Context: an optimization exercise on an open-source flow, tuned for small area, a short achievable clock period and few clock cycles. The choices shown serve that exercise and are no tape-out recipe. Only simulation tests tie the RTL to the original design; equivalence was not proved. Power and IR drop assume default switching activity.

## drp_predictor
module drp_predictor (
    input  wire        clk,
    input  wire        rst,
    input  wire        cmd_valid,
    output wire        cmd_ready,
    input  wire [2:0]  cmd_op,
    input  wire [15:0] cmd_arg,
    input  wire [31:0] cmd_data,
    output reg         resp_valid,
    output reg  [3:0]  resp_status,
    output reg         resp_flag,
    output reg  [31:0] resp_result
);
    localparam [31:0] MULT32 = 32'h9E3779B1;
    localparam        NB     = 16;
    localparam        DEPTH  = 4;
    localparam [2:0] OP_NOP   = 3'd0;
    localparam [2:0] OP_INIT  = 3'd1;
    localparam [2:0] OP_HASH  = 3'd2;
    localparam [2:0] OP_PRED  = 3'd3;
    localparam [2:0] OP_RHIT  = 3'd4;
    localparam [2:0] OP_DREAD = 3'd5;
    localparam [2:0] OP_RENC  = 3'd6;
    localparam [2:0] OP_RDEC  = 3'd7;
    localparam [3:0] ST_OK      = 4'd0;
    localparam [3:0] ST_CORRUPT = 4'd1;
    localparam [3:0] ST_ILLEGAL = 4'd4;
    localparam [3:0] ST_WRONG   = 4'd5;
    function [14:0] code_of;    
        input [7:0] r;
        begin
            if (r == 8'd0)        code_of = {4'd3,  11'd0};
            else if (r <= 8'd2)   code_of = {4'd4,  11'd2   + {3'd0, r} - 11'd1};
            else if (r <= 8'd6)   code_of = {4'd5,  11'd8   + {3'd0, r} - 11'd3};
            else if (r <= 8'd14)  code_of = {4'd6,  11'd24  + {3'd0, r} - 11'd7};
            else if (r <= 8'd30)  code_of = {4'd7,  11'd64  + {3'd0, r} - 11'd15};
            else if (r <= 8'd62)  code_of = {4'd8,  11'd160 + {3'd0, r} - 11'd31};
            else if (r <= 8'd126) code_of = {4'd9,  11'd384 + {3'd0, r} - 11'd63};
            else if (r <= 8'd190) code_of = {4'd10, 11'd896 + {3'd0, r} - 11'd127};
            else                  code_of = {4'd11, 11'd1920 + {3'd0, r} - 11'd191};
        end
    endfunction
    function [12:0] decode_window;
        input [10:0] v;
        begin
            if (v[10:8] == 3'b000)
                decode_window = {1'b1, 4'd3, 8'd0};
            else if (v[10:7] <= 4'd3)
                decode_window = {1'b1, 4'd4, 8'd1 + {4'd0, v[10:7]} - 8'd2};
            else if (v[10:6] <= 5'd11)
                decode_window = {1'b1, 4'd5, 8'd3 + {3'd0, v[10:6]} - 8'd8};
  ...
Size: about 93000 um^2 of cells after synthesis.
Settings: LEC_CHECK=0, CAP_MARGIN=20, CORE_MARGIN=2, CORE_UTILIZATION=60, CTS_CLUSTER_DIAMETER=60, CTS_CLUSTER_SIZE=30, SLEW_MARGIN=20; clock period 12.0 ns.
standard.sh (not shown) runs the stock make flow with config.mk's settings and CLKGATE_MAP_FILE= SYNTH_SCRIPT=/design/flow/synth_recipe.tcl, a recipe that flattens the netlist after the stock synthesis.
==> flow/flow/run.sh <==
#!/bin/bash
set -euo pipefail
bash standard.sh SETUP_SLACK_MARGIN=8 MATCH_CELL_FOOTPRINT=0 \
    "BUFFER_PORTS_ARGS=-buffer_cell sky130_fd_sc_hd__buf_4" finish > standard.log 2>&1
The baseline finished clean.
Testbench counts at the start, summed over its fixed seeds: cycles 16,024.
Next try:
--- a/flow/design.v
+++ b/flow/design.v
@@ -194,18 +194,19 @@
     reg [3:0]  b_st;
     reg        b_fl;
     reg [31:0] b_w;          
     reg [3:0]  b_bk;         
     reg [NB-1:0] b_sel;      
     reg [1:0]  b_r;          
     reg        x_init;       
     reg        x_upd;        
     reg [3:0]  x_bk;         
+    reg [NB-1:0] x_sel;      
     reg [DEPTH-1:1] x_sh;    
     reg [31:0] x_new0;       
     wire       init_b   = b_v && b_init;
     wire       init_x   = resp_valid && x_init;
     wire       inited_f = inited || init_b || init_x;
     wire [2:0] hbits_f  = init_b ? b_bk[2:0] : init_x ? x_bk[2:0] : hbits;
     wire hb1 = c_u[7] ^ c_u[2];
     wire hb2 = c_u[7] & c_u[2];
     wire hb3 = c_u[8] ^ c_u[3];
@@ -466,71 +467,65 @@
             for (j = 1; j < DEPTH; j = j + 1) begin
                 if (x_sh[j]) begin
                     m_n[j]  = m[j-1];
                     lv_n[j] = lv[j-1];
                 end
             end
             if (b_r == 2'd0)           rdw_n = x_new0;
         end
     end
-    wire       hit   = |m_n;
-    wire [1:0] rank  = {m_n[3] | m_n[2], m_n[3] | m_n[1]};
     wire       rd_ok = lv_n[b_r];
     wire [2:0] occ   = lv_n[3] ? 3'd4 : lv_n[2] ? 3'd3 : lv_n[1] ? 3'd2 : lv_n[0] ? 3'd1 : 3'd0;
     reg [DEPTH-1:1] sh;
     always @(*) begin
         for (j = 1; j < DEPTH; j = j + 1)
             sh[j] = b_pred ? ~|(m_n & ((4'd1 << j) - 4'd1)) : (j <= b_r);
     end
+    wire [31:0] pred_res = {8'd0, m_n[3], 1'b0, m_n[1] | m_n[2], m_n[2],
+                            1'b0, m_n[1] | m_n[2] | m_n[3], m_n[0], m_n[0] | m_n[3],
+                            4'd0, b_bk, 6'd0, m_n[2] | m_n[3], m_n[1] | m_n[3]};
     reg [3:0]  r_status;
     reg        r_flag;
     reg [31:0] r_result;
-    reg [14:0] r_code;
     always @(*) begin
-        case (rank)
-            2'd0: r_code = {4'd3, 11'd0};
-            2'd1: r_code = {4'd4, 11'd2};
-            2'd2: r_code = {4'd4, 11'd3};
-            default: r_code = {4'd5, 11'd8};
-        endcase
         r_status = b_st;
         r_flag   = b_fl;
         r_result = b_w;
         if (b_pred) begin
-            r_flag   = hit;
-            r_result = hit ? {1'b0, r_code[10:0], r_code[14:11], 4'd0, b_bk, 6'd0, rank}
-                           : {20'd0, b_bk, 8'd0};
+            r_flag   = |m_n;
+            r_result = pred_res;
         end else if (b_rhit) begin
             r_status = rd_ok ? ST_OK : ST_CORRUPT;
             r_flag   = rd_ok;
             r_result = rd_ok ? rdw_n : 32'd0;
         end else if (b_dread) begin
             r_flag   = rd_ok;
             r_result = rd_ok ? rdw_n : {29'd0, occ};
         end
     end
     always @(posedge clk) begin
         resp_valid  <= b_v && !rst;
         resp_status <= r_status;
         resp_flag   <= r_flag;
         resp_result <= r_result;
         x_init      <= b_init;
         x_upd       <= b_v && !rst && (b_pred || (b_rhit && rd_ok));
         x_bk        <= b_bk;
+        x_sel       <= b_sel;
         x_sh        <= sh;
         x_new0      <= b_pred ? b_w : rdw_n;
     end
     always @(posedge clk) begin
         for (i = 0; i < NB; i = i + 1) begin
             if (init_x) begin
                 for (j = 0; j < DEPTH; j = j + 1)
                     vld[DEPTH*i+j] <= 1'b0;
-            end else if (x_upd && x_bk == i) begin
+            end else if (x_upd && x_sel[i]) begin
                 ent[32*DEPTH*i +: 32] <= x_new0;
                 vld[DEPTH*i]          <= 1'b1;
                 for (j = 1; j < DEPTH; j = j + 1) begin
                     if (x_sh[j]) begin
                         ent[32*(DEPTH*i+j) +: 32] <= ent[32*(DEPTH*i+j-1) +: 32];
                         vld[DEPTH*i+j]            <= vld[DEPTH*i+j-1];
                     end
                 end
             end
Non-clock buffer count is lower by 147.
Final cell count is lower by 0.67%.
Synthesized area is lower by 0.54%.
Sequential share of layout area is higher by 2.2 points.
Design area is lower by 2.8%.
Power is lower by 4.9%.
Testbench counts after the change, summed over its fixed seeds: cycles 16,024.

==> port drivers added, routing unchanged <==
Ports are ideal in the flow. The routed layouts listed here were re-timed in OpenROAD.
Step 1: set_driving_cell puts a clkbuf_16 on clk and a buf_2 on each other input, an assumption about the parent block.
Step 2 moves the port delays by t, midway between the first and last clock arrival at a register: inputs arrive t later, outputs are due t later. That takes back most of the time a late clock gives input paths.
a / b / c = ideal / step 1 / step 2; a / b = the first two.
run | shift t [ns] | setup slack, ns | worst slew at a driven data input, ns | cell pins on the clock port's net
the first run | 0.896 | 7.785 / 7.785 / 7.785 | 0.05 | 1
the second run | 0.902 | 7.889 / 7.889 / 7.889 | 0.04 | 1
After both steps every run listed still meets setup and hold.
